Source: an optimization exercise on an open RTL-to-GDS flow (aim: small area, a short achievable clock period and few clock cycles). Production flows keep margins and buffers that such runs may drop.
Where RTL was checked, it was by simulation tests only, not by an equivalence proof against the original.
For run 1, only the layout was checked, not whether the RTL still works.
No activity file was given, so power comes from the tool's default toggle rates.

File: flow/config.mk
export PLATFORM = sky130hd
export DESIGN_NAME = ascii_codec
export DESIGN_NICKNAME = ascii_codec
export VERILOG_FILES = /design/flow/design.v
export SDC_FILE = /design/flow/constraint.sdc
export NUM_CORES = 4
export LEC_CHECK = 0
export CAP_MARGIN = 20
export CORE_MARGIN = 2
export CORE_UTILIZATION = 40
export SLEW_MARGIN = 20
File: flow/constraint.sdc
create_clock -name core_clock -period 28.0 [get_ports {clk}]
set_input_delay 5.6000 -clock core_clock [delete_from_list [all_inputs] [get_ports {clk}]]
set_output_delay 5.6000 -clock core_clock [all_outputs]
set_load 0.01 [all_outputs]
File: flow/design.v
module ascii_codec (
    input  wire        clk,
    input  wire        rst,
    input  wire        cmd_valid,
    output wire        cmd_ready,
    input  wire [1:0]  cmd_op,
    input  wire [15:0] cmd_len,
    input  wire        in_valid,
    output wire        in_ready,
    input  wire [7:0]  in_data,
    output wire        out_valid,
    input  wire        out_ready,
    output wire [7:0]  out_data,
    output wire        done,
    output wire [7:0]  err_code
);
    localparam OP_AHXD = 2'd0;
    localparam OP_AHXE = 2'd1;
    localparam OP_A85D = 2'd2;
    localparam OP_A85E = 2'd3;
    reg        busy;             
    reg        cmd_rdy;          
    reg        in_rdy;
    reg        done_r;
    reg [1:0]  op;
    reg [15:0] rem;              
    reg [7:0]  f0, f1;           
    reg        f0v, f1v;
    reg        stopped;          
    reg        e0, e1, e4;       
    reg        hv;               
    reg [3:0]  hn;
    reg        tilde;            
    reg [2:0]  gcnt;             
    reg [25:0] acc;              
    reg        padding;          
    reg [2:0]  pad_n;            
    reg [34:0] dg;               
    reg        zf;               
    reg        mv;               
    reg        mvz;              
    reg [2:0]  mvk;              
    reg        tailp;            
    reg [7:0]  ob0, ob1, ob2, ob3, ob4, ob5;    
    reg [2:0]  occ;
    reg        ov;               
    assign cmd_ready = cmd_rdy;
    assign in_ready  = in_rdy;
    assign out_valid = ov;
    assign out_data  = ob0;
    assign done      = done_r;
    assign err_code  = {3'b000, e4, 2'b00, e1, e0};
    wire in_fire  = in_valid & in_rdy;
    wire fire     = ov & out_ready;
    wire can_push = (occ[2:1] == 2'b00);        
    wire [7:0] c = f0;
    wire is_ws = (c == 8'h09) || (c == 8'h0A) || (c == 8'h0C) || (c == 8'h0D) || (c == 8'h20);
    reg       is_hex;
    reg [3:0] hex_val;
    always @(*) begin
        is_hex  = 1'b1;
        hex_val = c[3:0];
        if (c >= 8'h30 && c <= 8'h39)      hex_val = c[3:0];
        else if (c >= 8'h41 && c <= 8'h46) hex_val = c[3:0] + 4'd9;
        else if (c >= 8'h61 && c <= 8'h66) hex_val = c[3:0] + 4'd9;
        else                               is_hex  = 1'b0;
    end
    wire       is_a85_digit = (c >= 8'h21) && (c <= 8'h75);
    function [7:0] hexch(input [3:0] v);
        hexch = (v < 4'd10) ? (8'h30 + {4'd0, v}) : (8'h57 + {4'd0, v});
    endfunction
    wire [6:0]  dd      = padding ? 7'd84 : (c[6:0] - 7'd33);
    wire [32:0] acc33   = {7'd0, acc};
    wire [32:0] acc_nx  = (acc33 << 6) + (acc33 << 4) + (acc33 << 2) + acc33 + {26'd0, dd};
    wire        acc_ovf = acc_nx[32];
    wire [7:0]  hb   = padding ? 8'd0 : c;
    wire [34:0] dsrc = (gcnt == 3'd0) ? 35'd0 : dg;
    function [1:0] q85(input [8:0] s);
        q85 = (s >= 9'd255) ? 2'd3 : (s >= 9'd170) ? 2'd2 : (s >= 9'd85) ? 2'd1 : 2'd0;
    endfunction
    function [6:0] r85(input [8:0] s, input [1:0] q);
        r85 = s[6:0] - ({5'd0, q} * 7'd85);
    endfunction
    wire [6:0] d0 = dsrc[6:0],   d1 = dsrc[13:7],  d2 = dsrc[20:14];
    wire [6:0] d3 = dsrc[27:21], d4 = dsrc[34:28];
    wire [8:0] s0 = {2'd0, d0} + {1'b0, hb};
    wire [1:0] k0 = q85(s0);
    wire [8:0] s1 = {2'd0, d1} + {1'b0, d0, 1'b0} + {2'd0, d0} + {7'd0, k0};
    wire [1:0] k1 = q85(s1);
    wire [8:0] s2 = {2'd0, d2} + {1'b0, d1, 1'b0} + {2'd0, d1} + {7'd0, k1};
    wire [1:0] k2 = q85(s2);
    wire [8:0] s3 = {2'd0, d3} + {1'b0, d2, 1'b0} + {2'd0, d2} + {7'd0, k2};
    wire [1:0] k3 = q85(s3);
    wire [8:0] s4 = {2'd0, d4} + {1'b0, d3, 1'b0} + {2'd0, d3} + {7'd0, k3};
    wire [1:0] k4 = q85(s4);
    wire [34:0] dg_nx = {r85(s4, k4), r85(s3, k3), r85(s2, k2), r85(s1, k1), r85(s0, k0)};
    reg        pcons;            
    reg        push;             
    reg [2:0]  pk;
    reg [7:0]  P0, P1, P2, P3, P4;
    reg        stopped_n, e0_n, e1_n, e4_n;
    reg        hv_n;  reg [3:0] hn_n;
    reg        tilde_n; reg [2:0] gcnt_n; reg [25:0] acc_n;
    reg        padding_n; reg [2:0] pad_n_n;
    reg [34:0] dg_n; reg zf_n, mv_n, mvz_n, tailp_n; reg [2:0] mvk_n;
    reg        dfree;
    reg        pend;             
    always @(*) begin
        pcons = 1'b0; push = 1'b0; pk = 3'd1;
        P0 = 8'd0; P1 = 8'd0; P2 = 8'd0; P3 = 8'd0; P4 = 8'd0;
        stopped_n = stopped; e0_n = e0; e1_n = e1; e4_n = e4;
        hv_n = hv; hn_n = hn;
        tilde_n = tilde; gcnt_n = gcnt; acc_n = acc;
        padding_n = padding; pad_n_n = pad_n;
        dg_n = dg; zf_n = zf; mv_n = mv; mvz_n = mvz; tailp_n = tailp; mvk_n = mvk;
        dfree = 1'b0;
        pend  = 1'b0;
        if (busy) begin
            if (stopped) pcons = f0v;
            case (op)
            OP_AHXD: begin
                if (!stopped) begin
                    if (f0v) begin
                        if (c == 8'h3E) begin
                            if (!hv || can_push) begin
                                pcons = 1'b1;
                                stopped_n = 1'b1;
                                push = hv;
                                P0 = {hn, 4'd0};
                            end
                        end else if (is_ws) begin
                            pcons = 1'b1;
                        end else if (is_hex) begin
                            if (hv) begin
                                if (can_push) begin
                                    pcons = 1'b1;
                                    push = 1'b1;
                                    P0 = {hn, hex_val};
                                    hv_n = 1'b0;
                                end
                            end else begin
                                pcons = 1'b1;
                                hn_n = hex_val;
                                hv_n = 1'b1;
                            end
                        end else begin
                            pcons = 1'b1;
                            stopped_n = 1'b1;
                            e1_n = 1'b1;                     
                        end
                    end else if (rem == 16'd0) begin
                        stopped_n = 1'b1;
                        e0_n = 1'b1;                         
                    end
                end
            end
            OP_AHXE: begin
                P0 = hexch(c[7:4]);
                P1 = hexch(c[3:0]);
                pk = 3'd2;
                if (!stopped) begin
                    if (f0v) begin
                        if (can_push) begin
                            pcons = 1'b1;
                            push = 1'b1;
                        end
                    end else if (rem == 16'd0) begin
                        if (can_push) begin
                            push = 1'b1;
                            pk = 3'd1;
                            P0 = 8'h3E;
                            stopped_n = 1'b1;
                        end
                    end
                end
            end
            OP_A85D: begin
                P0 = acc_nx[31:24];
                P1 = acc_nx[23:16];
                P2 = acc_nx[15:8];
                P3 = acc_nx[7:0];
                pk = 3'd4;
                pend = padding;
                if (padding) begin
                    if (gcnt == 3'd4) begin
                        if (can_push) begin
                            if (acc_ovf) begin
                                e1_n = 1'b1; e4_n = 1'b1;    
                            end else begin
                                push = (pad_n != 3'd1);
                                pk = pad_n - 3'd1;
                            end
                            padding_n = 1'b0;
                            gcnt_n = 3'd0;
                        end
                    end else begin
                        acc_n  = acc_nx[25:0];
                        gcnt_n = gcnt + 3'd1;
                    end
                end else if (!stopped) begin
                    if (f0v) begin
                        if (tilde) begin
                            pcons = 1'b1;
                            if (is_ws) begin
                            end else if (c == 8'h3E) begin
                                stopped_n = 1'b1;
                                if (gcnt != 3'd0) begin
                                    padding_n = 1'b1;
                                    pad_n_n = gcnt;
                                end
                            end else begin
                                stopped_n = 1'b1;
                                e4_n = 1'b1;                 
                            end
                        end else if (is_ws) begin
                            pcons = 1'b1;
                        end else if (c == 8'h7E) begin
                            pcons = 1'b1;
                            tilde_n = 1'b1;
                        end else if (c == 8'h7A) begin
                            if (gcnt != 3'd0) begin
                                pcons = 1'b1;
                                stopped_n = 1'b1;
                                e0_n = 1'b1; e1_n = 1'b1; e4_n = 1'b1;   
                            end else if (can_push) begin
                                pcons = 1'b1;
                                push = 1'b1;
                                P0 = 8'd0; P1 = 8'd0; P2 = 8'd0; P3 = 8'd0;
                            end
                        end else if (is_a85_digit) begin
                            if (gcnt == 3'd4) begin
                                if (can_push) begin
                                    pcons = 1'b1;
                                    if (acc_ovf) begin
                                        stopped_n = 1'b1;
                                        e1_n = 1'b1; e4_n = 1'b1;    
                                    end else begin
                                        push = 1'b1;
                                    end
                                    gcnt_n = 3'd0;
                                    acc_n  = 26'd0;
                                end
                            end else begin
                                pcons = 1'b1;
                                acc_n  = acc_nx[25:0];
                                gcnt_n = gcnt + 3'd1;
                            end
                        end else begin
                            pcons = 1'b1;
                            stopped_n = 1'b1;
                            e4_n = 1'b1;                     
                        end
                    end else if (rem == 16'd0) begin
                        stopped_n = 1'b1;
                        if (tilde) begin
                            e0_n = 1'b1; e4_n = 1'b1;        
                        end else if (gcnt != 3'd0) begin
                            padding_n = 1'b1;
                            pad_n_n = gcnt;
                        end
                    end
                end
            end
            OP_A85E: begin
                pend = padding | mv | tailp;
                if (mv) begin
                    if (mvz && zf) begin
                        P0 = 8'h7A;
                        pk = 3'd1;
                    end else begin
                        P0 = {1'b0, dg[34:28]} + 8'd33;
                        P1 = {1'b0, dg[27:21]} + 8'd33;
                        P2 = {1'b0, dg[20:14]} + 8'd33;
                        P3 = {1'b0, dg[13:7]}  + 8'd33;
                        P4 = {1'b0, dg[6:0]}   + 8'd33;
                        pk = mvk;
                    end
                    if (can_push) begin
                        push = 1'b1;
                        mv_n = 1'b0;
                    end
                end else begin
                    P0 = 8'h7E;
                    P1 = 8'h3E;
                    pk = 3'd2;
                    if (tailp && can_push) begin
                        push = 1'b1;
                        tailp_n = 1'b0;
                    end
                end
                dfree = !mv || can_push;
                if (padding) begin
                    if (dfree) begin
                        dg_n = dg_nx;
                        if (gcnt == 3'd3) begin
                            gcnt_n = 3'd0;
                            padding_n = 1'b0;
                            mv_n = 1'b1;
                            mvz_n = 1'b0;
                            mvk_n = pad_n;
                            tailp_n = 1'b1;
                        end else begin
                            gcnt_n = gcnt + 3'd1;
                        end
                    end
                end else if (!stopped) begin
                    if (f0v) begin
                        if (dfree) begin
                            pcons = 1'b1;
                            dg_n = dg_nx;
                            zf_n = ((gcnt == 3'd0) || zf) && (c == 8'd0);
                            if (gcnt == 3'd3) begin
                                gcnt_n = 3'd0;
                                mv_n = 1'b1;
                                mvz_n = 1'b1;
                                mvk_n = 3'd5;
                            end else begin
                                gcnt_n = gcnt + 3'd1;
                            end
                        end
                    end else if (rem == 16'd0) begin
                        stopped_n = 1'b1;
                        if (gcnt != 3'd0) begin
                            padding_n = 1'b1;
                            pad_n_n = gcnt + 3'd1;
                        end else begin
                            tailp_n = 1'b1;
                        end
                    end
                end
            end
            endcase
        end
    end
    wire [2:0] base  = occ - {2'd0, fire};      
    wire       base0 = (base == 3'd0);
    function [7:0] slot(input keep, input [7:0] cur, input [7:0] nxt,
                        input [7:0] pj, input [7:0] pjm1);
        slot = keep ? (fire ? nxt : cur) : (base0 ? pj : pjm1);
    endfunction
    wire [2:0] occ_nx = base + (push ? pk : 3'd0);
    wire [1:0] fin_cnt = {1'b0, f0v} + {1'b0, f1v} + {1'b0, in_fire} - {1'b0, pcons & f0v};
    wire [15:0] rem_nx = rem - {15'd0, in_fire};
    wire finish = busy && !done_r && stopped_n && !pend && !padding_n && !mv_n && !tailp_n
                  && (rem == 16'd0) && !f1v && (!f0v || pcons) && (occ_nx == 3'd0);
    always @(posedge clk) begin
        if (rst) begin
            busy    <= 1'b0;
            cmd_rdy <= 1'b1;
            in_rdy  <= 1'b0;
            done_r  <= 1'b0;
            f0v     <= 1'b0;
            f1v     <= 1'b0;
            occ     <= 3'd0;
            ov      <= 1'b0;
            e0      <= 1'b0;
            e1      <= 1'b0;
            e4      <= 1'b0;
        end else begin
            done_r <= 1'b0;
            ob0 <= slot(1'b0 < base, ob0, ob1, P0, P0);
            ob1 <= slot(3'd1 < base, ob1, ob2, P1, P0);
            ob2 <= slot(3'd2 < base, ob2, ob3, P2, P1);
            ob3 <= slot(3'd3 < base, ob3, ob4, P3, P2);
            ob4 <= slot(3'd4 < base, ob4, ob5, P4, P3);
            ob5 <= slot(3'd5 < base, ob5, ob5, P4, P4);
            occ <= occ_nx;
            ov  <= (occ_nx != 3'd0);
            if (pcons) begin
                f0  <= f1v ? f1 : in_data;
                f0v <= f1v | in_fire;
                f1  <= in_data;
                f1v <= f1v & in_fire;
            end else begin
                if (!f0v) f0 <= in_data;
                if (!f1v) f1 <= in_data;
                f0v <= f0v | in_fire;
                f1v <= f1v | (f0v & in_fire);
            end
            rem <= rem_nx;
            stopped <= stopped_n;
            e0 <= e0_n; e1 <= e1_n; e4 <= e4_n;
            hv <= hv_n; hn <= hn_n;
            tilde <= tilde_n; gcnt <= gcnt_n; acc <= acc_n;
            padding <= padding_n; pad_n <= pad_n_n;
            dg <= dg_n; zf <= zf_n; mv <= mv_n; mvz <= mvz_n; mvk <= mvk_n; tailp <= tailp_n;
            if (!busy) begin
                in_rdy <= 1'b0;
                if (cmd_valid) begin
                    busy    <= 1'b1;
                    cmd_rdy <= 1'b0;
                    op      <= cmd_op;
                    rem     <= cmd_len;
                    in_rdy  <= (cmd_len != 16'd0);
                    stopped <= 1'b0;
                    e0 <= 1'b0; e1 <= 1'b0; e4 <= 1'b0;
                    hv      <= 1'b0;
                    tilde   <= 1'b0;
                    gcnt    <= 3'd0;
                    acc     <= 26'd0;
                    padding <= 1'b0;
                    mv      <= 1'b0;
                    tailp   <= 1'b0;
                end
            end else begin
                in_rdy <= (rem_nx != 16'd0) && !fin_cnt[1];
                if (finish) begin
                    busy    <= 1'b0;
                    cmd_rdy <= 1'b1;
                    in_rdy  <= 1'b0;
                    done_r  <= 1'b1;
                end
            end
        end
    end
endmodule
File: flow/run.sh
#!/bin/bash
# synth_recipe.tcl (not shown) runs the flow's synth.tcl, then flattens the netlist and writes it again
# the make line also repeats each setting of config.mk as NAME=value (left out here)
make -C /OpenROAD-flow-scripts/flow DESIGN_CONFIG=/design/flow/config.mk WORK_HOME=/design/flow/orfs CLKGATE_MAP_FILE= SYNTH_SCRIPT=/design/flow/synth_recipe.tcl finish
==> flow_summary.toml, run 1 <==
[critical_path]
reg2reg_depth = 77
critical_path.max_fanout = 19
r2r-start = "gcnt[0]"
slowest_stage = "nor2b_2"
timing.rr.end = "dg[34]"
crit_family = "compound AO/OA/AOI/OAI gates"
arrival_ns = 17.45
worstPathRequired_ns = 28.21
max_stage_delay_ns = 0.79
worstSetupPathType = "register to register"
crit_buf_inv = 6
r2r_slack_ns = 10.76
cp.depth = 77
cp_common_cell = "a21o_1"
end_kind = "register"
critPathLaunchType = "register"
worstSetupStartpoint = "gcnt[0]"

[sta]
final-max-slew-violation-count = 0
finalHoldViolCount = 0
timing.final.crit_share_pct = 61.6
fin_crit_ns = 17.24
rsz0062_at_grt = "no"
finalSetupTns_ns = 0
worst_slack_ns = 10.76
max_freq_mhz = 58.0
hold_slack_ns = 0.500
worst_slew_pin_slew_ns = 1.10
finalClockSkew_ns = 0.0157
slew_headroom_pct = 25.8
setup_viol = 0

[die]
die_w_um = 220
io_pins = 51
die_area_mm2 = 0.0486
core-area_mm2 = 0.0464
rows = 79
die_h_um = 220
start_util_pct = 40.4

[layout]
final_util_pct = 43.9
multi_input_area_mm2 = 0.0126
num_antenna_cells = 0
reg.largest.list = "dg: 35 flops, acc: 26 flops, rem: 16 flops"
final_net_count = 2414
largest_reg_flops = 35
top_register = "dg"
area_delta_synth_final_pct = 8.55
drive_gt1_share_pct = 5.95
seq_area_mm2 = 0.00518
fillers = 4480

[drt]
drt-initial-drc-count = 1506
drc = 0
wire_per_inst_um = 20.0
viasPerCell = 5.83
vias = 16000
totalWireLength_um = 54700
antenna_left = 0
drt_pass1_iterations = 5

[power]
combPwrFrac_pct = 73.4
p_leak_uw = 0.00824
p_int_uw = 1460
clkPwrFrac_pct = 9.1
netSwitchingFraction_pct = 48.5
powerDensity_mw_per_mm2 = 139
p_seq_share_pct = 17.5
switchingPower_uw = 1370
vdd_drop_max_uv = 209

[global_route]
grt_max_degree = 47
antenna_found_initial = 0
use_met3_pct = 2.96
grt_busiest_layer = "met2"
first_global_vias = 15700
grt_pass1_wl_um = 87900
grt_usage_pct = 23.1
gr-usage-met2_pct = 38.7
grt.overflow.total = 0
met1_usage_pct = 30.8

[logic_synthesis]
syn_area_per_cell_um2 = 8.81
netlist_area_mm2 = 0.0187
synth-edff-count = 164
yosysWarnings = 1
yosysSeqAreaShare_pct = 27.7
synth-seq-cells = 177
async_reset_ff_share_pct = 0
synthDistinctLibCells = 102
ys.flop_type = "edfxtp_1"
syn_inst = 2127

[clocking]
clock_latency_ns = 0.47
clock-sinks = 177
clock_path_buffers = 2
path_clk_slew_ns = 0.08
postCtsSetupBuffers = 0
holdBufCountCts = 0
cts_tree = "built"
cts_root_buf = "clkbuf_16"
cts_buffers = 17
cts.htree.levels = 4
cts-resized-gates = 0

[placement]
gp_congestion = 0.954
io_buffers = 45
preCtsSetupSlack_ns = 10.83
post-dp-hpwl_um = 43100

[min_path]
hp-class = "register to register"
hp-start = "cmd_rdy"
min_to = "cmd_rdy"
worst_hold_path.num_cells = 2

[run]
maxCapViolations = 0

[outcome]
status = "timing/DRC/antenna clean"
-- cell usage after synthesis (15+ instances only) --
| cell type | instances | area (um^2) |
|---|---|---|
| a211oi_1 | 16 | 120 |
| a21o_1 | 44 | 330 |
| a21oi_1 | 155 | 776 |
| a22oi_1 | 30 | 225 |
| a31oi_1 | 22 | 138 |
| and2_1 | 34 | 213 |
| clkbuf_1 | 72 | 270 |
| edfxtp_1 | 164 | 4920 |
| fa_1 | 80 | 1600 |
| ha_1 | 182 | 2280 |
| inv_1 | 155 | 582 |
| mux2_2 | 20 | 225 |
| nand2_1 | 193 | 724 |
| nand2b_1 | 27 | 169 |
| nand3_1 | 48 | 240 |
| nor2_1 | 186 | 698 |
| nor2b_1 | 23 | 144 |
| nor3_1 | 58 | 290 |
| o211ai_1 | 19 | 143 |
| o21ai_0 | 155 | 776 |
| o31ai_1 | 15 | 113 |
| xnor2_1 | 91 | 797 |
| xor2_1 | 43 | 377 |
-- worst min-delay path, delay by kind of cell (launching register included) --
| family | cells | cell delay, ns |
|---|---|---|
| compound gates | 1 | 0.07 |
| flops | 1 | 0.35 |
| simple gates | 1 | 0.06 |
-- cell type report --
class / count / share of cell area [%]
Multi-Input combinational cell: 1701 / 61.9
Clock inverter: 15 / 0.892
Clock buffer: 17 / 2.09
Timing Repair Buffer: 66 / 2.99
Tap cell: 607 / 3.74
Sequential cell: 177 / 25.5
Inverter: 158 / 2.92
-- power by group through the flow --
stage               Clock (uW)  Combinational [uW]  Sequential, uW
floorplan                    0                1560             490
global placement             0                2030             499
detailed placement           0                2060             501
CTS                        262                2070             495
global route               270                2340             501
finish                     258                2080             495
-- per-layer routing --
metal / up-vias / part of all wire, %
met5: - / 0
met4: 0 / 2.8
met3: 107 / 5.7
met2: 560 / 47
met1: 7674 / 44
li1: 7640 / -
-- through the flow --
step	power, uW	instances	instance area [um^2]
2_1_floorplan	2050	2131	18700
5_1_grt	3110	2741	20300
3_3_place_gp	2530	2709	19700
6_report	2830	2741	20300
4_1_cts	2830	2741	20300
3_5_place_dp	2560	2709	19700
-- worst max path at each step --
stage | endpoint | slack, ns
2_1_floorplan | dg[34] | 12.64
3_3_place_gp | dg[34] | 11.45
3_5_place_dp | dg[34] | 10.83
4_1_cts | dg[34] | 10.83
5_1_grt | dg[34] | 9.09
6_report | dg[34] | 10.76
-- cells in the final DEF, fill, tap and decap left out, types with 56 or more instances in the layout --
cell,synthesis,routed
inv_1,155,154
nand2_1,193,193
fa_1,80,80
nor2_1,186,185
nor3_1,58,56
xnor2_1,91,91
a21oi_1,155,155
edfxtp_1,164,164
ha_1,182,182
o21ai_0,155,154
-- kinds of logic (layout without fill, tap and decap cells) --
| family | after synthesis | in the layout | synth area share [%] |
|---|---|---|---|
| buffers and inverters | 253 | 256 | 5.35 |
| flip-flops | 177 | 177 | 27.7 |
| adder cells (fa/ha/maj) | 263 | 263 | 20.8 |
| XOR/XNOR | 136 | 136 | 6.47 |
| AO/OA/AOI/OAI | 590 | 590 | 20.6 |
| AND/OR/NAND/NOR | 679 | 679 | 17.4 |
| other | 1 | 5 | 0.0200 |
| multiplexers | 28 | 28 | 1.70 |
==> inputs of run 2 (changes only) <==
--- a/flow/design.v
+++ b/flow/design.v
@@ -36,4 +36,5 @@
     reg        padding;          
     reg [2:0]  pad_n;            
+    reg        gstart;           
     reg [34:0] dg;               
     reg        zf;               
@@ -53,4 +54,9 @@
     wire in_fire  = in_valid & in_rdy;
     wire fire     = ov & out_ready;
+    wire [15:0] rem_dec = rem - 16'd1;
+    wire        rem_z   = (rem == 16'd0);
+    wire        rem_1   = (rem == 16'd1);
+    wire [15:0] rem_nx  = in_fire ? rem_dec : rem;
+    wire        rem_nz_nx = in_fire ? !rem_1 : !rem_z;
     wire can_push = (occ[2:1] == 2'b00);        
     wire [7:0] c = f0;
@@ -75,24 +81,58 @@
     wire        acc_ovf = acc_nx[32];
     wire [7:0]  hb   = padding ? 8'd0 : c;
-    wire [34:0] dsrc = (gcnt == 3'd0) ? 35'd0 : dg;
-    function [1:0] q85(input [8:0] s);
-        q85 = (s >= 9'd255) ? 2'd3 : (s >= 9'd170) ? 2'd2 : (s >= 9'd85) ? 2'd1 : 2'd0;
+    wire [34:0] dsrc = gstart ? 35'd0 : dg;
+    function [6:0] mod85(input [8:0] t, input [1:0] q);
+        mod85 = t[6:0] + ((q == 2'd0) ? 7'd0 : (q == 2'd1) ? 7'd43 : (q == 2'd2) ? 7'd86 : 7'd1);
     endfunction
-    function [6:0] r85(input [8:0] s, input [1:0] q);
-        r85 = s[6:0] - ({5'd0, q} * 7'd85);
+    function [1:0] div85(input [8:0] t);
+        div85 = (t >= 9'd255) ? 2'd3 : (t >= 9'd170) ? 2'd2 : (t >= 9'd85) ? 2'd1 : 2'd0;
+    endfunction
+    function [8:0] tsum(input [6:0] w, input [6:0] u);
+        reg [7:0] x, y, z, s, cy;
+        begin
+            x = {1'b0, w}; y = {u, 1'b0}; z = {1'b0, u};
+            s  = x ^ y ^ z;
+            cy = (x & y) | (x & z) | (y & z);
+            tsum = {1'b0, s} + {cy, 1'b0};
+        end
+    endfunction
+    function [6:0] addk(input [6:0] m, input [1:0] k, input o);
+        reg [6:0] mk;
+        begin
+            mk = (k == 2'd0) ? m : (k == 2'd1) ? m + 7'd1 : (k == 2'd2) ? m + 7'd2 : m + 7'd3;
+            addk = o ? {5'd0, mk[1:0] - 2'd1} : mk;
+        end
+    endfunction
+    function wrap(input [8:0] t, input [1:0] k);
+        reg [6:0] m;
+        begin
+            m = t[6:0];
+            case (k)
+                2'd0: wrap = 1'b0;
+                2'd1: wrap = (t == 9'd84) || (t == 9'd169) || (t == 9'd254);
+                2'd2: wrap = (t == 9'd83) || (t == 9'd84) || (t == 9'd168) || (t == 9'd169)
+                          || (t == 9'd253) || (t == 9'd254);
+                default: wrap = (t == 9'd82) || (t == 9'd83) || (t == 9'd84) || (t == 9'd167)
+                          || (t == 9'd168) || (t == 9'd169) || (t == 9'd252) || (t == 9'd253)
+                          || (t == 9'd254);
+            endcase
+        end
     endfunction
     wire [6:0] d0 = dsrc[6:0],   d1 = dsrc[13:7],  d2 = dsrc[20:14];
     wire [6:0] d3 = dsrc[27:21], d4 = dsrc[34:28];
-    wire [8:0] s0 = {2'd0, d0} + {1'b0, hb};
-    wire [1:0] k0 = q85(s0);
-    wire [8:0] s1 = {2'd0, d1} + {1'b0, d0, 1'b0} + {2'd0, d0} + {7'd0, k0};
-    wire [1:0] k1 = q85(s1);
-    wire [8:0] s2 = {2'd0, d2} + {1'b0, d1, 1'b0} + {2'd0, d1} + {7'd0, k1};
-    wire [1:0] k2 = q85(s2);
-    wire [8:0] s3 = {2'd0, d3} + {1'b0, d2, 1'b0} + {2'd0, d2} + {7'd0, k2};
-    wire [1:0] k3 = q85(s3);
-    wire [8:0] s4 = {2'd0, d4} + {1'b0, d3, 1'b0} + {2'd0, d3} + {7'd0, k3};
-    wire [1:0] k4 = q85(s4);
-    wire [34:0] dg_nx = {r85(s4, k4), r85(s3, k3), r85(s2, k2), r85(s1, k1), r85(s0, k0)};
+    wire [8:0] t0 = {2'd0, d0} + {1'b0, hb};
+    wire [8:0] t1 = tsum(d1, d0), t2 = tsum(d2, d1), t3 = tsum(d3, d2), t4 = tsum(d4, d3);
+    wire [1:0] q0 = div85(t0), q1 = div85(t1), q2 = div85(t2), q3 = div85(t3), q4 = div85(t4);
+    wire [6:0] m0 = mod85(t0, q0), m1 = mod85(t1, q1), m2 = mod85(t2, q2);
+    wire [6:0] m3 = mod85(t3, q3), m4 = mod85(t4, q4);
+    wire [1:0] k0 = q0;
+    wire       o1 = wrap(t1, k0);
+    wire [1:0] k1 = o1 ? q1 + 2'd1 : q1;
+    wire       o2 = wrap(t2, k1);
+    wire [1:0] k2 = o2 ? q2 + 2'd1 : q2;
+    wire       o3 = wrap(t3, k2);
+    wire [1:0] k3 = o3 ? q3 + 2'd1 : q3;
+    wire       o4 = wrap(t4, k3);
+    wire [34:0] dg_nx = {addk(m4, k3, o4), addk(m3, k2, o3), addk(m2, k1, o2), addk(m1, k0, o1), m0};
     reg        pcons;            
     reg        push;             
@@ -149,5 +189,5 @@
                             e1_n = 1'b1;                     
                         end
-                    end else if (rem == 16'd0) begin
+                    end else if (rem_z) begin
                         stopped_n = 1'b1;
                         e0_n = 1'b1;                         
@@ -165,5 +205,5 @@
                             push = 1'b1;
                         end
-                    end else if (rem == 16'd0) begin
+                    end else if (rem_z) begin
                         if (can_push) begin
                             push = 1'b1;
@@ -251,5 +291,5 @@
                             e4_n = 1'b1;                     
                         end
-                    end else if (rem == 16'd0) begin
+                    end else if (rem_z) begin
                         stopped_n = 1'b1;
                         if (tilde) begin
@@ -309,5 +349,5 @@
                             pcons = 1'b1;
                             dg_n = dg_nx;
-                            zf_n = ((gcnt == 3'd0) || zf) && (c == 8'd0);
+                            zf_n = (gstart || zf) && (c == 8'd0);
                             if (gcnt == 3'd3) begin
                                 gcnt_n = 3'd0;
@@ -319,5 +359,5 @@
                             end
                         end
-                    end else if (rem == 16'd0) begin
+                    end else if (rem_z) begin
                         stopped_n = 1'b1;
                         if (gcnt != 3'd0) begin
@@ -339,9 +379,11 @@
         slot = keep ? (fire ? nxt : cur) : (base0 ? pj : pjm1);
     endfunction
-    wire [2:0] occ_nx = base + (push ? pk : 3'd0);
-    wire [1:0] fin_cnt = {1'b0, f0v} + {1'b0, f1v} + {1'b0, in_fire} - {1'b0, pcons & f0v};
-    wire [15:0] rem_nx = rem - {15'd0, in_fire};
-    wire finish = busy && !done_r && stopped_n && !pend && !padding_n && !mv_n && !tailp_n
-                  && (rem == 16'd0) && !f1v && (!f0v || pcons) && (occ_nx == 3'd0);
+    wire [2:0] pkk    = push ? pk : 3'd0;
+    wire [2:0] occ_p  = occ + pkk;
+    wire [2:0] occ_m  = occ + pkk - 3'd1;
+    wire [2:0] occ_nx = fire ? occ_m : occ_p;
+    wire [1:0] fin_cnt = {pcons ? (f1v & in_fire) : (f1v | (f0v & in_fire)), 1'b0};
+    wire finish = busy && stopped && !pend && rem_z && !f1v
+                  && ((occ == 3'd0) || ((occ == 3'd1) && out_ready));
     always @(posedge clk) begin
         if (rst) begin
@@ -354,63 +396,60 @@
             occ     <= 3'd0;
             ov      <= 1'b0;
-            e0      <= 1'b0;
-            e1      <= 1'b0;
-            e4      <= 1'b0;
         end else begin
-            done_r <= 1'b0;
-            ob0 <= slot(1'b0 < base, ob0, ob1, P0, P0);
-            ob1 <= slot(3'd1 < base, ob1, ob2, P1, P0);
-            ob2 <= slot(3'd2 < base, ob2, ob3, P2, P1);
-            ob3 <= slot(3'd3 < base, ob3, ob4, P3, P2);
-            ob4 <= slot(3'd4 < base, ob4, ob5, P4, P3);
-            ob5 <= slot(3'd5 < base, ob5, ob5, P4, P4);
             occ <= occ_nx;
             ov  <= (occ_nx != 3'd0);
             if (pcons) begin
-                f0  <= f1v ? f1 : in_data;
                 f0v <= f1v | in_fire;
-                f1  <= in_data;
                 f1v <= f1v & in_fire;
             end else begin
-                if (!f0v) f0 <= in_data;
-                if (!f1v) f1 <= in_data;
                 f0v <= f0v | in_fire;
                 f1v <= f1v | (f0v & in_fire);
             end
-            rem <= rem_nx;
-            stopped <= stopped_n;
-            e0 <= e0_n; e1 <= e1_n; e4 <= e4_n;
-            hv <= hv_n; hn <= hn_n;
-            tilde <= tilde_n; gcnt <= gcnt_n; acc <= acc_n;
-            padding <= padding_n; pad_n <= pad_n_n;
-            dg <= dg_n; zf <= zf_n; mv <= mv_n; mvz <= mvz_n; mvk <= mvk_n; tailp <= tailp_n;
+            done_r <= finish;
             if (!busy) begin
-                in_rdy <= 1'b0;
                 if (cmd_valid) begin
                     busy    <= 1'b1;
                     cmd_rdy <= 1'b0;
-                    op      <= cmd_op;
-                    rem     <= cmd_len;
                     in_rdy  <= (cmd_len != 16'd0);
-                    stopped <= 1'b0;
-                    e0 <= 1'b0; e1 <= 1'b0; e4 <= 1'b0;
-                    hv      <= 1'b0;
-                    tilde   <= 1'b0;
-                    gcnt    <= 3'd0;
-                    acc     <= 26'd0;
-                    padding <= 1'b0;
-                    mv      <= 1'b0;
-                    tailp   <= 1'b0;
                 end
             end else begin
-                in_rdy <= (rem_nx != 16'd0) && !fin_cnt[1];
+                in_rdy <= rem_nz_nx && !fin_cnt[1];
                 if (finish) begin
                     busy    <= 1'b0;
                     cmd_rdy <= 1'b1;
-                    in_rdy  <= 1'b0;
-                    done_r  <= 1'b1;
                 end
             end
         end
     end
+    always @(posedge clk) begin
+        ob0 <= slot(1'b0 < base, ob0, ob1, P0, P0);
+        ob1 <= slot(3'd1 < base, ob1, ob2, P1, P0);
+        ob2 <= slot(3'd2 < base, ob2, ob3, P2, P1);
+        ob3 <= slot(3'd3 < base, ob3, ob4, P3, P2);
+        ob4 <= slot(3'd4 < base, ob4, ob5, P4, P3);
+        ob5 <= slot(3'd5 < base, ob5, ob5, P4, P4);
+        f0 <= (pcons ? !f1v : !f0v) ? in_data : (pcons ? f1 : f0);
+        f1 <= (pcons || !f1v) ? in_data : f1;
+        rem <= rem_nx;
+        stopped <= stopped_n;
+        e0 <= e0_n; e1 <= e1_n; e4 <= e4_n;
+        hv <= hv_n; hn <= hn_n;
+        tilde <= tilde_n; gcnt <= gcnt_n; acc <= acc_n;
+        padding <= padding_n; pad_n <= pad_n_n;
+        dg <= dg_n; gstart <= (gcnt_n == 3'd0); zf <= zf_n; mv <= mv_n; mvz <= mvz_n; mvk <= mvk_n; tailp <= tailp_n;
+        if (!busy) begin
+            op      <= cmd_op;
+            rem     <= cmd_len;
+            stopped <= 1'b0;
+            e0 <= 1'b0; e1 <= 1'b0; e4 <= 1'b0;
+            hv      <= 1'b0;
+            tilde   <= 1'b0;
+            gcnt    <= 3'd0;
+            gstart  <= 1'b1;
+            acc     <= 26'd0;
+            padding <= 1'b0;
+            mv      <= 1'b0;
+            tailp   <= 1'b0;
+        end
+    end
 endmodule
==> run 2 against run 1 <==
  * Cell area rose by 0.55%
  * Synthesized cell count rose by 3.9%
  * Fmax rose by 98%
  * Clock-buffer cell count rose by 2
  * Clock power fell by 8.9%
  * Sequential cell count rose by 1
  * Power fell by 64%
==> flow_summary.toml, run 2 <==
[logic_synthesis]
synth-edff-count = 129
ys.flop_type = "edfxtp_1"
yosysSeqAreaShare_pct = 25.6
yosys.area.top_type = "edfxtp_1"
yosysMostFrequentCell = "nor2_1"
synth-seq-cells = 178
yosysWarnings = 1
netlist_area_mm2 = 0.0190
yosys-top-cells-count = "226 x nor2_1, 192 x ha_1, 187 x nand2_1, 170 x a21oi_1, 136 x xnor2_1"
ys_top_cells_by_area = "edfxtp_1 20%, ha_1 13%, fa_1 7.6%, xnor2_1 6.3%, dfxtp_1 5.2%"
syn_inst = 2211
async_reset_ff_share_pct = 0
syn_area_per_cell_um2 = 8.58
synth_top_area_share_pct = 20.4
synthDistinctLibCells = 96

[placement]
preCtsSetupSlack_ns = 18.90
io_buffers = 45
gp_congestion = 0.953
post-dp-hpwl_um = 42200

[drt]
vias = 16400
wire_per_inst_um = 19.2
totalWireLength_um = 53900
drc = 0
viasPerCell = 5.85
drt_pass1_iterations = 17
antenna_left = 0
drt-initial-drc-count = 1521

[sta]
fin_crit_ns = 8.69
slew_headroom_pct = 32.7
max_freq_mhz = 115
finalClockSkew_ns = 0.0161
worst_slack_ns = 19.31
worst_slew_pin_slew_ns = 1.01
rsz0062_at_grt = "no"
timing.final.crit_share_pct = 31.0
setup_viol = 0
hold_slack_ns = 0.477
finalHoldViolCount = 0
finalSetupTns_ns = 0
final-max-slew-violation-count = 0

[layout]
final_cell_mix = "224 x nor2_1, 192 x ha_1, 187 x nand2_1"
seq_area_mm2 = 0.00486
reg.largest.list = "dg: 35 flops, acc: 26 flops, rem: 16 flops"
multi_input_area_mm2 = 0.0132
num_antenna_cells = 0
fillers = 4645
area_delta_synth_final_pct = 7.81
final_net_count = 2482
final_util_pct = 43.8
drive_gt1_share_pct = 4.59
top_register = "dg"
largest_reg_flops = 35
layout.cells.most_common = "nor2_1"

[die]
core-area_mm2 = 0.0467
die_w_um = 222
io_pins = 51
die_area_mm2 = 0.0492
rows = 79
die_h_um = 222
start_util_pct = 40.6

[clocking]
clock_path_buffers = 2
clock_latency_ns = 0.46
postCtsSetupBuffers = 0
cts_tree = "built"
cts_buffers = 17
clock-sinks = 178
cts_root_buf = "clkbuf_16"
holdBufCountCts = 0
cts-resized-gates = 0
path_clk_slew_ns = 0.07
cts.htree.levels = 4

[critical_path]
max_stage_delay_ns = 0.72
slowest_stage = "nand2_1"
end_kind = "register"
cp_cell_sequence = "clkdlybuf4s50_1, nand2_1, inv_1, ha_1, ha_1, nand2_1, nor2_1, mux2_2"
arrival_ns = 8.90
worstSetupPathType = "input port to register"
crit_family = "simple AND/OR/NAND/NOR gates"
worstPathRequired_ns = 28.21
crit_buf_inv = 2
critPathLaunchType = "input port"
critical_path.max_fanout = 33

[power]
power_uw = 1030
p_leak_uw = 0.00850
vdd_drop_max_uv = 45.3
powerDensity_mw_per_mm2 = 50.3

[global_route]
grt.overflow.total = 0
first_global_vias = 16000
grt_max_degree = 53
grt_pass1_wl_um = 86700
grt_usage_pct = 21.9
antenna_found_initial = 0

[outcome]
status = "timing/DRC/antenna clean"

[min_path]
hp-class = "register to register"

[run]
maxCapViolations = 0
[run 2: changes by cell type in the layout (fill, tap and decap cells not counted), moves of 15 or more]
cell	before	now
edfxtp_1	164	129
nor2_1	185	224
nor3_1	56	39
nor2b_1	23	47
xnor2_1	91	135
inv_1	154	130
dfxtp_1	13	48
and2_1	34	16
a21o_1	44	26
a21oi_1	155	170
o21ai_0	154	112
[run 2: area by class of cell]
type / count / share of cell area (%)
repair buffers: 57 / 2.74
inverters: 133 / 2.44
clock buffers: 19 / 2.12
well taps: 607 / 3.72
clock inverters: 13 / 0.551
flip-flops and latches: 178 / 23.8
multi-input cells: 1800 / 64.7
[run 2: path summary, 6_finish.rpt]
path                                 from       to  slack, ns  depth (start not counted)
worst min-delay path              cmd_rdy  cmd_rdy       0.48                          2
worst min register to register    cmd_rdy  cmd_rdy       0.48                          2
worst max register to register      f0[1]       ov      19.54                         30
worst max-delay path            out_ready   ob0[0]      19.31                          8
[run 2: power breakdown]
part           internal [uW]  switching (uW)
sequential               349            22.7
combinational            153             267
clock                    122             113
total                    624             403
[run 2: metal layers]
metal,global-route usage (%),vias to the layer above,routed length (um)
met1,29.8,7893,24600
met4,7.30,0,1570
met2,36.3,492,25200
li1,-,7942,-
met5,0,-,0
met3,2.56,80,2540
[run 2: per-stage QoR]
step,cells,cell area [um^2]
final,2807,20400
after global routing,2807,20400
after CTS,2807,20400
after detailed placement,2775,19900
after global placement,2774,19900
after floorplan,2215,19000
[run 2: cells by family after synthesis]
| group | after synthesis | share of synthesized area (%) |
|---|---|---|
| multiplexers | 31 | 1.95 |
| buffers and inverters | 237 | 4.90 |
| flip-flops | 178 | 25.6 |
| other | 1 | 0.0198 |
| AND/OR/NAND/NOR | 716 | 18.1 |
| XOR/XNOR | 182 | 8.45 |
| AO/OA/AOI/OAI | 602 | 20.7 |
| adder cells (fa/ha/maj) | 264 | 20.3 |
[run 2: worst reg2reg max path: cells and delay by family (launching register included)]
family,cells,cell delay [ns]
compound gates,13,3.66
buf+inv,3,0.32
flops,1,0.64
simple gates,5,1.08
xor+xnor,1,0.37
fa+ha+maj,8,2.34
Testbench counts of run 2, summed over its fixed seeds: cycles 65,816.
==> inputs of run 3 (changes only) <==
--- a/flow/design.v
+++ b/flow/design.v
@@ -33,5 +33,4 @@
     reg        tilde;            
     reg [2:0]  gcnt;             
-    reg [25:0] acc;              
     reg        padding;          
     reg [2:0]  pad_n;            
@@ -76,4 +75,5 @@
         hexch = (v < 4'd10) ? (8'h30 + {4'd0, v}) : (8'h57 + {4'd0, v});
     endfunction
+    wire [25:0] acc     = dg[25:0];
     wire [6:0]  dd      = padding ? 7'd84 : (c[6:0] - 7'd33);
     wire [32:0] acc33   = {7'd0, acc};
@@ -141,5 +141,5 @@
     reg        stopped_n, e0_n, e1_n, e4_n;
     reg        hv_n;  reg [3:0] hn_n;
-    reg        tilde_n; reg [2:0] gcnt_n; reg [25:0] acc_n;
+    reg        tilde_n; reg [2:0] gcnt_n;
     reg        padding_n; reg [2:0] pad_n_n;
     reg [34:0] dg_n; reg zf_n, mv_n, mvz_n, tailp_n; reg [2:0] mvk_n;
@@ -151,5 +151,5 @@
         stopped_n = stopped; e0_n = e0; e1_n = e1; e4_n = e4;
         hv_n = hv; hn_n = hn;
-        tilde_n = tilde; gcnt_n = gcnt; acc_n = acc;
+        tilde_n = tilde; gcnt_n = gcnt;
         padding_n = padding; pad_n_n = pad_n;
         dg_n = dg; zf_n = zf; mv_n = mv; mvz_n = mvz; tailp_n = tailp; mvk_n = mvk;
@@ -235,5 +235,5 @@
                         end
                     end else begin
-                        acc_n  = acc_nx[25:0];
+                        dg_n = {9'd0, acc_nx[25:0]};
                         gcnt_n = gcnt + 3'd1;
                     end
@@ -279,9 +279,9 @@
                                     end
                                     gcnt_n = 3'd0;
-                                    acc_n  = 26'd0;
+                                    dg_n = 35'd0;
                                 end
                             end else begin
                                 pcons = 1'b1;
-                                acc_n  = acc_nx[25:0];
+                                dg_n = {9'd0, acc_nx[25:0]};
                                 gcnt_n = gcnt + 3'd1;
                             end
@@ -373,6 +373,8 @@
         end
     end
-    wire [2:0] base  = occ - {2'd0, fire};      
-    wire       base0 = (base == 3'd0);
+    wire       base0 = fire ? (occ == 3'd1) : (occ == 3'd0);
+    wire [6:0] occ_gt;                           
+    assign occ_gt = {1'b0, occ == 3'd6, occ >= 3'd5, occ >= 3'd4, occ >= 3'd3, occ >= 3'd2, occ >= 3'd1};
+    wire [5:0] keep  = fire ? occ_gt[6:1] : occ_gt[5:0];
     function [7:0] slot(input keep, input [7:0] cur, input [7:0] nxt,
                         input [7:0] pj, input [7:0] pjm1);
@@ -423,10 +425,10 @@
     end
     always @(posedge clk) begin
-        ob0 <= slot(1'b0 < base, ob0, ob1, P0, P0);
-        ob1 <= slot(3'd1 < base, ob1, ob2, P1, P0);
-        ob2 <= slot(3'd2 < base, ob2, ob3, P2, P1);
-        ob3 <= slot(3'd3 < base, ob3, ob4, P3, P2);
-        ob4 <= slot(3'd4 < base, ob4, ob5, P4, P3);
-        ob5 <= slot(3'd5 < base, ob5, ob5, P4, P4);
+        ob0 <= slot(keep[0], ob0, ob1, P0, P0);
+        ob1 <= slot(keep[1], ob1, ob2, P1, P0);
+        ob2 <= slot(keep[2], ob2, ob3, P2, P1);
+        ob3 <= slot(keep[3], ob3, ob4, P3, P2);
+        ob4 <= slot(keep[4], ob4, ob5, P4, P3);
+        ob5 <= slot(keep[5], ob5, ob5, P4, P4);
         f0 <= (pcons ? !f1v : !f0v) ? in_data : (pcons ? f1 : f0);
         f1 <= (pcons || !f1v) ? in_data : f1;
@@ -435,5 +437,5 @@
         e0 <= e0_n; e1 <= e1_n; e4 <= e4_n;
         hv <= hv_n; hn <= hn_n;
-        tilde <= tilde_n; gcnt <= gcnt_n; acc <= acc_n;
+        tilde <= tilde_n; gcnt <= gcnt_n;
         padding <= padding_n; pad_n <= pad_n_n;
         dg <= dg_n; gstart <= (gcnt_n == 3'd0); zf <= zf_n; mv <= mv_n; mvz <= mvz_n; mvk <= mvk_n; tailp <= tailp_n;
@@ -447,5 +449,5 @@
             gcnt    <= 3'd0;
             gstart  <= 1'b1;
-            acc     <= 26'd0;
+            dg      <= 35'd0;
             padding <= 1'b0;
             mv      <= 1'b0;
==> flow/flow/run.sh (new file) <==
#!/bin/bash
# The standard layout, with the repair steps aiming for extra setup slack
# (the SDC and the clock period are the design's, unchanged).
set -euo pipefail
bash standard.sh SETUP_SLACK_MARGIN=21 finish > standard_flow.log 2>&1
==> flow/standard.sh (new file) <==
#!/bin/bash
# synth_recipe.tcl (not shown) runs the flow's synth.tcl, then flattens the netlist and writes it again
# the make line also repeats each setting of config.mk as NAME=value (left out here)
make -C /OpenROAD-flow-scripts/flow DESIGN_CONFIG=/design/flow/config.mk WORK_HOME=/design/flow/orfs CLKGATE_MAP_FILE= SYNTH_SCRIPT=/design/flow/synth_recipe.tcl "${@:-finish}"
removed: flow/run.sh
==> run 3 against run 2 <==
  * Final cell count grew 2.5%
  * Die area fell by 1.4%
  * Still clean
  * Power is 18% lower
  * Clock power is essentially flat
  * Core utilization rose by 0.28 points
  * Critical endpoint is now out_valid
  * Largest power group is now registers
  * Register-to-register slack improved by 1.8 ns
  * Highest routed layer unchanged
  * Non-clock buffer count increased by 22
==> flow_summary.toml, run 3 <==
[global_route]
grt.overflow.total = 0
grt_usage_pct = 22.6
grt_max_degree = 65
grt_pass1_wl_um = 87300
first_global_vias = 16100
antenna_found_initial = 0

[drt]
wire_per_inst_um = 19.3
antenna_left = 0
totalWireLength_um = 55400
vias = 17000
viasPerCell = 5.89
drc = 0
drt_pass1_iterations = 6
drt-initial-drc-count = 1613

[sta]
finalSetupTns_ns = 0
max_freq_mhz = 143
rsz0062_at_grt = "yes"
final-max-slew-violation-count = 0
setup_viol = 0
finalHoldViolCount = 0
worst_slew_pin_slew_ns = 1.04
finalClockSkew_ns = 0.0207
slew_headroom_pct = 30.1
timing.final.crit_share_pct = 25.0
fin_crit_ns = 6.99
hold_slack_ns = 0.467

[power]
powerDensity_mw_per_mm2 = 41.3
p_leak_uw = 0.00866
vdd_drop_max_uv = 96.5

[logic_synthesis]
synth_compound_area_share_pct = 22.6
yosys.area.top_type = "edfxtp_1"
syn_inst = 2272
yosysSeqAreaShare_pct = 21.3
synth-simple-area-share_pct = 19.4
async_reset_ff_share_pct = 0
ys_top_cells_by_area = "edfxtp_1 15%, ha_1 13%, fa_1 7.7%, dfxtp_1 6.2%, xnor2_1 5.4%"
synth-edff-count = 94
synth-seq-cells = 152
synthXorXnorAreaFrac_pct = 8.37
yosys-mux-area-fraction_pct = 2.30
synth_top_area_share_pct = 15.1
yosysMostFrequentCell = "nor2_1"
ys.flop_type = "edfxtp_1"
syn_area_per_cell_um2 = 8.23
netlist_area_mm2 = 0.0187
synthDistinctLibCells = 112
yosysWarnings = 1
synthAdderAreaFrac_pct = 20.5
yosys-top-cells-count = "227 x nor2_1, 198 x a21oi_1, 191 x ha_1, 182 x nand2_1, 135 x o21ai_0"
synth_top_family_by_area = "compound AO/OA/AOI/OAI gates"

[outcome]
status = "timing/DRC/antenna clean"

[critical_path]
worstSetupStartpoint = "ov"
worstPathRequired_ns = 22.40
end_kind = "primary output"
arrival_ns = 1.39
r2r_slack_ns = 21.34
crit_family = "buffers and inverters"
timing.rr.end = "dg[32]"
reg2reg_depth = 33
cp_cell_sequence = "clkdlybuf4s50_1"
r2r-start = "f0[0]"
critical_path.max_fanout = 5
crit_buf_inv = 1
worstSetupPathType = "register to primary output"
slowest_stage = "clkdlybuf4s50_1"
max_stage_delay_ns = 0.55
critPathLaunchType = "register"

[layout]
reg.largest.list = "dg: 35 flops, rem: 16 flops"
drive_gt1_share_pct = 7.97
final_cell_mix = "226 x nor2_1, 194 x a21oi_1, 188 x ha_1"
top_register = "dg"
multi_input_area_mm2 = 0.0138
num_antenna_cells = 0
fillers = 4543
area_delta_synth_final_pct = 9.33
final_util_pct = 44.1
largest_reg_flops = 35
seq_area_mm2 = 0.00400
layout.cells.most_common = "nor2_1"
final_net_count = 2552

[min_path]
worst_hold_path.num_cells = 2
hp-start = "e1"
min_to = "e1"
hp-class = "register to register"

[clocking]
clock-sinks = 152
cts_tree = "built"
cts_root_buf = "clkbuf_16"
holdBufCountCts = 0
cts.htree.levels = 4
clock_path_buffers = 2
clock_latency_ns = 0.45
cts_buffers = 17
path_clk_slew_ns = 0.08

[placement]
io_buffers = 45
post-dp-hpwl_um = 41700
gp_congestion = 0.918

[die]
die_w_um = 220
die_area_mm2 = 0.0485
io_pins = 51
start_util_pct = 40.3
core-area_mm2 = 0.0464
rows = 79
die_h_um = 220

[run]
maxCapViolations = 0
==> run 3: changes by cell type in the layout (fill, tap and decap cells not counted), sizes merged, moves of 11 or more <==
cell | before | now
edfxtp | 129 | 94
a21oi | 171 | 198
nor3 | 40 | 63
buf | 12 | 33
o21ai | 123 | 144
xnor2 | 137 | 117
a22oi | 37 | 20
xor2 | 45 | 60
a21o | 26 | 40
nand2b | 27 | 41
nand3 | 56 | 69
nor2b | 47 | 35
a31oi | 29 | 40
==> run 3: worst min-delay path: stages, from the launching register on <==
cell	delay, ns
dfxtp_1	0.33
nand2_1	0.05
o31ai_1	0.06
==> run 3: how the worst max path moves through the flow <==
stage                            to  cells past startpoint  slack [ns]
after CTS                    ob1[1]                      7       20.93
after detailed placement     ob4[0]                      7       19.81
after floorplan              ob2[1]                      5       21.06
after global routing      out_valid                      1       20.97
final                     out_valid                      1       21.01
after global placement       ob4[0]                      7       19.92
==> run 3: cells by family (layout without fill, tap and decap cells) <==
logic type	Yosys count	in the layout
and+or+nand+nor	747	748
buffers and inverters	246	240
AOI/OAI and AO/OA	649	649
adders and majority gates	263	263
xor gates and xnor gates	177	177
muxes	37	37
DFF	152	152
other	1	5
==> run 3: metal layers <==
metal  GRT usage (%)  vias up  part of all wire [%]  wire length, um
met5               0        -                     0                0
met4            6.04        0                   2.4             1330
met3            2.47      104                   5.4             3010
met2            36.8      554                    46            25400
met1            31.8     8119                    46            25700
li1                -     8177                     -                -
==> run 3: final cells by class <==
class / count / share of cell area (%)
repair buffers: 79 / 3.78
clock inverters: 14 / 0.686
clock buffers: 18 / 2.10
multi-input cells: 1879 / 67.7
flip-flops and latches: 152 / 19.6
well taps: 607 / 3.72
inverters: 129 / 2.42
==> run 3: what timing repair did <==
action                     CTS  global route
gates resized for setup     18            37
setup endpoints to repair   60            54
pin swaps                    1             4
gates cloned                 0             2
buffers inserted            10             6
==> run 3: stage by stage <==
step | power [uW] | setup slack [ns] | area [um^2] | cells
after floorplan | 507 | 21.06 | 18700 | 2276
after detailed placement | 596 | 19.81 | 19500 | 2828
after global routing | 887 | 20.97 | 20400 | 2878
final | 844 | 21.01 | 20400 | 2878
after global placement | 591 | 19.92 | 19500 | 2828
after CTS | 831 | 20.93 | 20200 | 2870
==> run 3: power breakdown <==
group / leakage, uW / switching (uW) / internal (uW)
Clock: 0.000277 / 115 / 118
Combinational: 0.00690 / 191 / 112
Sequential: 0.00148 / 25.1 / 282
Total: 0.00866 / 331 / 512
Testbench counts of run 3, summed over its fixed seeds: cycles 65,816.
==> inputs of run 4 (changes only) <==
==> flow/run.sh (new file) <==
#!/bin/bash
# synth_recipe.tcl (not shown) runs the flow's synth.tcl, then flattens the netlist and writes it again
# the make line also repeats each setting of config.mk as NAME=value (left out here)
make -C /OpenROAD-flow-scripts/flow DESIGN_CONFIG=/design/flow/config.mk WORK_HOME=/design/flow/orfs CLKGATE_MAP_FILE= SYNTH_SCRIPT=/design/flow/synth_recipe.tcl finish
removed: flow/flow/run.sh
removed: flow/standard.sh
==> run 4 against run 3 <==
  * Die area unchanged
  * Hold slack gained 0.0029 ns
  * Sequential power is essentially flat
  * Combinational power shrank 5%
  * First-iteration DRC count decreased by 15%
  * Clock skew barely moved
  * Wire length down 2.3%
  * Synthesized cell count stayed put
  * Fmax shrank 13%
  * Sequential share of layout area up 0.28 points
  * Critical path depth up 28
  * Largest power group unchanged
  * Highest routed layer unchanged
==> flow_summary.toml, run 4 <==
[logic_synthesis]
syn_area_per_cell_um2 = 8.23
synth-simple-area-share_pct = 19.4
synth_top_family_by_area = "compound AO/OA/AOI/OAI gates"
ys.flop_type = "edfxtp_1"
synthXorXnorAreaFrac_pct = 8.37
netlist_area_mm2 = 0.0187
synth_compound_area_share_pct = 22.6
yosys-top-cells-count = "227 x nor2_1, 198 x a21oi_1, 191 x ha_1, 182 x nand2_1, 135 x o21ai_0"
yosys-mux-area-fraction_pct = 2.30
yosys.area.top_type = "edfxtp_1"
syn_inst = 2272
synthDistinctLibCells = 112
synth-seq-cells = 152
async_reset_ff_share_pct = 0
yosysWarnings = 1
synth-edff-count = 94
synth_top_area_share_pct = 15.1
synthAdderAreaFrac_pct = 20.5
yosysMostFrequentCell = "nor2_1"
yosysSeqAreaShare_pct = 21.3
ys_top_cells_by_area = "edfxtp_1 15%, ha_1 13%, fa_1 7.7%, dfxtp_1 6.2%, xnor2_1 5.4%"

[power]
vdd_drop_max_uv = 111
p_leak_uw = 0.00851
power_uw = 828
powerDensity_mw_per_mm2 = 41.2

[drt]
drt_pass1_iterations = 5
drc = 0
viasPerCell = 5.89
antenna_left = 0
met3WireLength_um = 3060
wire_per_inst_um = 18.9
top_layer_used = "met4"
wl_met1_um = 25300
drt-initial-drc-count = 1367
vias = 16800
totalWireLength_um = 54200
wl_met2_um = 24700

[sta]
worst_slew_pin_slew_ns = 1.08
finalHoldViolCount = 0
max_freq_mhz = 124
final-max-slew-violation-count = 0
finalSetupTns_ns = 0
slew_headroom_pct = 27.7
timing.final.crit_share_pct = 28.7
fin_crit_ns = 8.04
setup_viol = 0
finalClockSkew_ns = 0.0203
rsz0062_at_grt = "no"

[critical_path]
critical_path.max_fanout = 34
end_kind = "register"
critPathLaunchType = "register"
worstPathRequired_ns = 28.32
max_stage_delay_ns = 0.80
reg2reg_depth = 29
timing.rr.end = "dg[32]"
worstSetupPathType = "register to register"
cp-endpoint = "dg[32]"
r2r_slack_ns = 19.96
worstSetupStartpoint = "padding"
slowest_stage = "a31oi_2"
r2r-start = "padding"
arrival_ns = 8.36

[run]
maxCapViolations = 0

[layout]
drive_gt1_share_pct = 5.64
largest_reg_flops = 35
layout.cells.most_common = "nor2_1"
final_net_count = 2534
final_cell_mix = "227 x nor2_1, 198 x a21oi_1, 191 x ha_1"
reg.largest.list = "dg: 35 flops, rem: 16 flops"
area_delta_synth_final_pct = 7.39
num_antenna_cells = 0
top_register = "dg"

[clocking]
path_clk_slew_ns = 0.07
cts_buffers = 17
clock_latency_ns = 0.45
clock_path_buffers = 2
cts.htree.levels = 4
clock-sinks = 152
holdBufCountCts = 0
cts-resized-gates = 0
cts_tree = "built"
postCtsSetupBuffers = 0
cts_root_buf = "clkbuf_16"

[global_route]
grt.overflow.total = 0
grt_max_degree = 65
first_global_vias = 16000
grt_usage_pct = 22.4
antenna_found_initial = 0
grt_pass1_wl_um = 86500

[min_path]
hp-class = "register to register"
worst_hold_path.num_cells = 2

[die]
die_area_mm2 = 0.0485
core-area_mm2 = 0.0464
rows = 79
die_w_um = 220
io_pins = 51
die_h_um = 220
start_util_pct = 40.3

[outcome]
status = "timing/DRC/antenna clean"

[placement]
io_buffers = 45
gp_congestion = 0.918
post-dp-hpwl_um = 41700
[run 4: cell counts after synthesis]
Identical to the previous run, type by type.
[run 4: kinds of logic (layout without fill, tap and decap cells)]
logic type,Yosys count,in the layout
adders and majority gates,263,263
DFF,152,152
xor gates and xnor gates,177,177
and+or+nand+nor,747,747
other,1,5
AOI/OAI and AO/OA,649,649
buffers and inverters,246,223
muxes,37,37
[run 4: cell type report]
class / instances / area [um^2]
Timing Repair Buffer: 62 / 578
Tap cell: 607 / 759
Multi-Input combinational cell: 1878 / 13700
Sequential cell: 152 / 3990
Clock buffer: 18 / 429
Inverter: 129 / 489
Clock inverter: 14 / 140
Fill cell: 4576 / 26300
[run 4: how the worst min path moves through the flow]
stage | from | endpoint
finish | e1 | e1
floorplan | e1 | e1
global placement | e1 | e1
CTS | e1 | e1
global route | cmd_rdy | cmd_rdy
detailed placement | e1 | e1
[run 4: power breakdown]
part	internal (uW)	switching [uW]	total, uW	leakage [uW]
Clock	118	114	232	0.000277
Sequential	282	26.1	308	0.00147
Combinational	105	183	288	0.00676
Total	504	323	828	0.00851
[run 4: critical path: cells and delay by family, from the launching register on]
kind | cells | cell delay (ns)
flops | 1 | 0.30
compound gates | 12 | 3.30
mux | 3 | 0.85
simple gates | 7 | 1.46
buf+inv | 2 | 0.74
fa+ha+maj | 2 | 0.58
xor+xnor | 3 | 0.66
[run 4: per-stage QoR]
| step | util, % | setup slack [ns] | area, um^2 | cells | hold WS, ns |
|---|---|---|---|---|---|
| floorplan | - | 21.06 | 18700 | 2276 | 0.426 |
| global placement | 42.1 | 19.92 | 19500 | 2828 | 0.443 |
| detailed placement | 42.1 | 19.81 | 19500 | 2828 | 0.456 |
| CTS | 43.3 | 20.10 | 20100 | 2860 | 0.472 |
| global route | 43.3 | 19.51 | 20100 | 2860 | 0.499 |
| finish | 43.3 | 19.96 | 20100 | 2860 | 0.470 |
[run 4: layer usage]
| layer | vias up | GRT usage (%) |
|---|---|---|
| li1 | 8141 | - |
| met2 | 535 | 36.4 |
| met5 | - | 0 |
| met4 | 0 | 6.00 |
| met3 | 72 | 2.58 |
| met1 | 8090 | 31.4 |
==> inputs of run 5 (changes only) <==
==> flow/flow/run.sh (new file) <==
#!/bin/bash
# The standard layout, with these changes to how it is made (the SDC, clock
# period and every other setting are the design's):
#  - every port still gets a buffer, but a plain buf_2 rather than the slow
#    delay buffer buffer_ports picks by default;
#  - the repair steps aim for extra setup slack, and may resize a cell to
#    any drive strength (not only ones with the same footprint).
set -euo pipefail
bash standard.sh "BUFFER_PORTS_ARGS=-buffer_cell sky130_fd_sc_hd__buf_2" \
    SETUP_SLACK_MARGIN=21 MATCH_CELL_FOOTPRINT=0 finish > standard_flow.log 2>&1
==> flow/standard.sh (new file) <==
#!/bin/bash
# synth_recipe.tcl (not shown) runs the flow's synth.tcl, then flattens the netlist and writes it again
# the make line also repeats each setting of config.mk as NAME=value (left out here)
make -C /OpenROAD-flow-scripts/flow DESIGN_CONFIG=/design/flow/config.mk WORK_HOME=/design/flow/orfs CLKGATE_MAP_FILE= SYNTH_SCRIPT=/design/flow/synth_recipe.tcl "${@:-finish}"
removed: flow/run.sh
==> run 5 against run 4 <==
  * Via count grew 1.2%
  * Die area stayed put
  * Clock skew shrank 0.0081 ns
  * Fmax grew 18%
  * Combinational power about the same
  * Core utilization grew 0.13 points
  * Global-route usage increased by 0.42 points
  * Worst setup slack better by 1.2 ns
  * Largest cell class unchanged
  * Clock-buffer cell count unchanged
==> flow_summary.toml, run 5 <==
[drt]
wire_per_inst_um = 19.2
drt-initial-drc-count = 1442
drt_pass1_iterations = 5
drc = 0
totalWireLength_um = 55100
vias = 17000
viasPerCell = 5.92
antenna_left = 0

[logic_synthesis]
syn_area_per_cell_um2 = 8.23
syn_inst = 2272
synth-edff-count = 94
synth-seq-cells = 152
netlist_area_mm2 = 0.0187
async_reset_ff_share_pct = 0
yosysWarnings = 1
yosysSeqAreaShare_pct = 21.3
ys.flop_type = "edfxtp_1"
ys_top_cells_by_area = "edfxtp_1 15%, ha_1 13%, fa_1 7.7%, dfxtp_1 6.2%, xnor2_1 5.4%"
yosys-top-cells-count = "227 x nor2_1, 198 x a21oi_1, 191 x ha_1, 182 x nand2_1, 135 x o21ai_0"
synthDistinctLibCells = 112
synth_top_area_share_pct = 15.1
yosys.area.top_type = "edfxtp_1"
yosysMostFrequentCell = "nor2_1"

[global_route]
grt.overflow.total = 0
first_global_vias = 16400
grt_max_degree = 67
grt_pass1_wl_um = 88400
grt_usage_pct = 22.8
antenna_found_initial = 0

[sta]
setup_viol = 0
worst_slew_pin_slew_ns = 1.09
finalHoldViolCount = 0
slew_headroom_pct = 26.8
finalClockSkew_ns = 0.0122
final-max-slew-violation-count = 0
rsz0062_at_grt = "no"
finalSetupTns_ns = 0
max_freq_mhz = 147
worst_slack_ns = 21.20
fin_crit_ns = 6.80
timing.final.crit_share_pct = 24.3

[critical_path]
worstPathRequired_ns = 28.21
cp_cell_sequence = "buf_2, nand2_1, nand2_1, nand3_1, buf_4, a21oi_1, mux2_2"
critPathLaunchType = "input port"
slowest_stage = "buf_4"
cp_common_cell = "nand2_1"
max_stage_delay_ns = 0.33
end_kind = "register"
arrival_ns = 7.01
critical_path.max_fanout = 34
r2r_slack_ns = 21.36
worstSetupPathType = "input port to register"

[layout]
area_delta_synth_final_pct = 7.71
top_register = "dg"
drive_gt1_share_pct = 9.65
num_antenna_cells = 0
largest_reg_flops = 35
layout.cells.most_common = "nor2_1"
final_cell_mix = "226 x nor2_1, 193 x a21oi_1, 189 x ha_1"
reg.largest.list = "dg: 35 flops, rem: 16 flops"
final_net_count = 2551

[clocking]
path_clk_slew_ns = 0.08
clock-sinks = 152
cts_buffers = 17
cts_tree = "built"
clock_latency_ns = 0.45
cts_root_buf = "clkbuf_16"
clock_path_buffers = 2
cts.htree.levels = 4

[placement]
io_buffers = 45
preCtsSetupSlack_ns = 20.32
post-dp-hpwl_um = 41900
gp_congestion = 0.919

[die]
rows = 79
die_h_um = 220
io_pins = 51
core-area_mm2 = 0.0464
die_w_um = 220
die_area_mm2 = 0.0485
start_util_pct = 40.3

[power]
powerDensity_mw_per_mm2 = 40.9
vdd_drop_max_uv = 69.7
power_uw = 823
p_leak_uw = 0.00865

[min_path]
hp-class = "register to register"

[outcome]
status = "timing/DRC/antenna clean"

[run]
maxCapViolations = 0
-- run 5: through the flow --
step,instances,instance area [um^2],hold WS (ns),utilization [%]
finish,2877,20100,0.470,43.4
global route,2877,20100,0.492,43.4
CTS,2870,20000,0.472,43.1
detailed placement,2833,19300,0.456,41.7
global placement,2833,19300,0.447,41.7
floorplan,2276,18700,0.426,-
-- run 5: layout make-up --
type,count,area [um^2]
Tap cell,607,759
Inverter,129,493
Clock buffer,18,439
Fill cell,4544,26200
Multi-Input combinational cell,1878,13800
Timing Repair Buffer,79,527
Sequential cell,152,4000
Clock inverter,14,135
-- run 5: final timing paths --
path	startpoint	to	depth (start not counted)
worst min register to register	cmd_rdy	cmd_rdy	2
worst min-delay path	cmd_rdy	cmd_rdy	2
worst max-delay path	out_ready	ob4[1]	7
worst max register to register	gstart	dg[32]	30
-- run 5: routing by layer --
layer | vias to the layer above | routed length [um] | track usage, %
li1 | 8184 | - | -
met1 | 8228 | 25000 | 30.9
met2 | 543 | 25700 | 37.8
met3 | 87 | 2910 | 2.65
met4 | 0 | 1410 | 7.20
met5 | - | 0 | 0
-- run 5: logic make-up (layout without fill, tap and decap cells) --
kind of cell               after synthesis  after routing  share of synthesized area [%]
buffers and inverters                  246            240                           5.52
DFF                                    152            152                           21.3
muxes                                   37             37                           2.30
xor gates and xnor gates               177            177                           8.37
adders and majority gates              263            263                           20.5
other                                    1              5                         0.0201
and+or+nand+nor                        747            747                           19.4
AOI/OAI and AO/OA                      649            649                           22.6
-- run 5: power by group --
group / internal [uW] / total [uW] / switching (uW)
logic: 102 / 287 / 185
clock network: 120 / 229 / 109
registers: 282 / 307 / 24.8
-- run 5: critical path: cells and delay by family --
kind / cells / cell delay (ns)
buf+inv: 2 / 0.46
compound gates: 1 / 0.11
simple gates: 3 / 0.55
mux: 1 / 0.27
-- run 5: what timing repair did --
| item | 4_1_cts | 5_1_grt |
|---|---|---|
| pin swaps | 1 | 1 |
| setup buffers | 5 | 5 |
| gates resized for setup | 15 | 28 |
| hold buffers | 0 | 0 |
| setup endpoints to repair | 33 | 25 |
| cloned | 0 | 1 |

[separate check: timing with driven ports]
The results above use ideal ports. As a check the final layouts listed here were re-extracted and re-timed, cells and wires unchanged.
Step 1 (the two cells are an assumption about what drives the block):
set clk [get_ports {clk}]
set_driving_cell -lib_cell sky130_fd_sc_hd__clkbuf_16 $clk
set_driving_cell -lib_cell sky130_fd_sc_hd__buf_2 [delete_from_list [all_inputs] $clk]
Step 2, shift: input delay + t, output delay - t, t = (earliest + latest rising clock arrival at the registers) / 2. This alone moves slack from input paths to output paths.
a / b / c = ideal / step 1 / step 2; a / b = the first two.
| run | t, ns | slack for setup (ns) | pins driven straight from the clock port |
|---|---|---|---|
| run 1 | 0.522 | 10.761 / 10.761 / 10.761 | 1 |
| run 2 | 0.506 | 19.308 / 19.322 / 18.816 | 1 |
| run 3 | 0.489 | 21.010 / 20.959 / 20.787 | 1 |
| run 4 | 0.490 | 19.960 / 19.960 / 19.759 | 1 |
| run 5 | 0.496 | 21.204 / 21.226 / 20.730 | 1 |
After both steps every run listed still meets setup and hold. The setup slack of run 2, which loses most, moves by +0.014 ns with the drivers and by -0.492 ns with both steps.
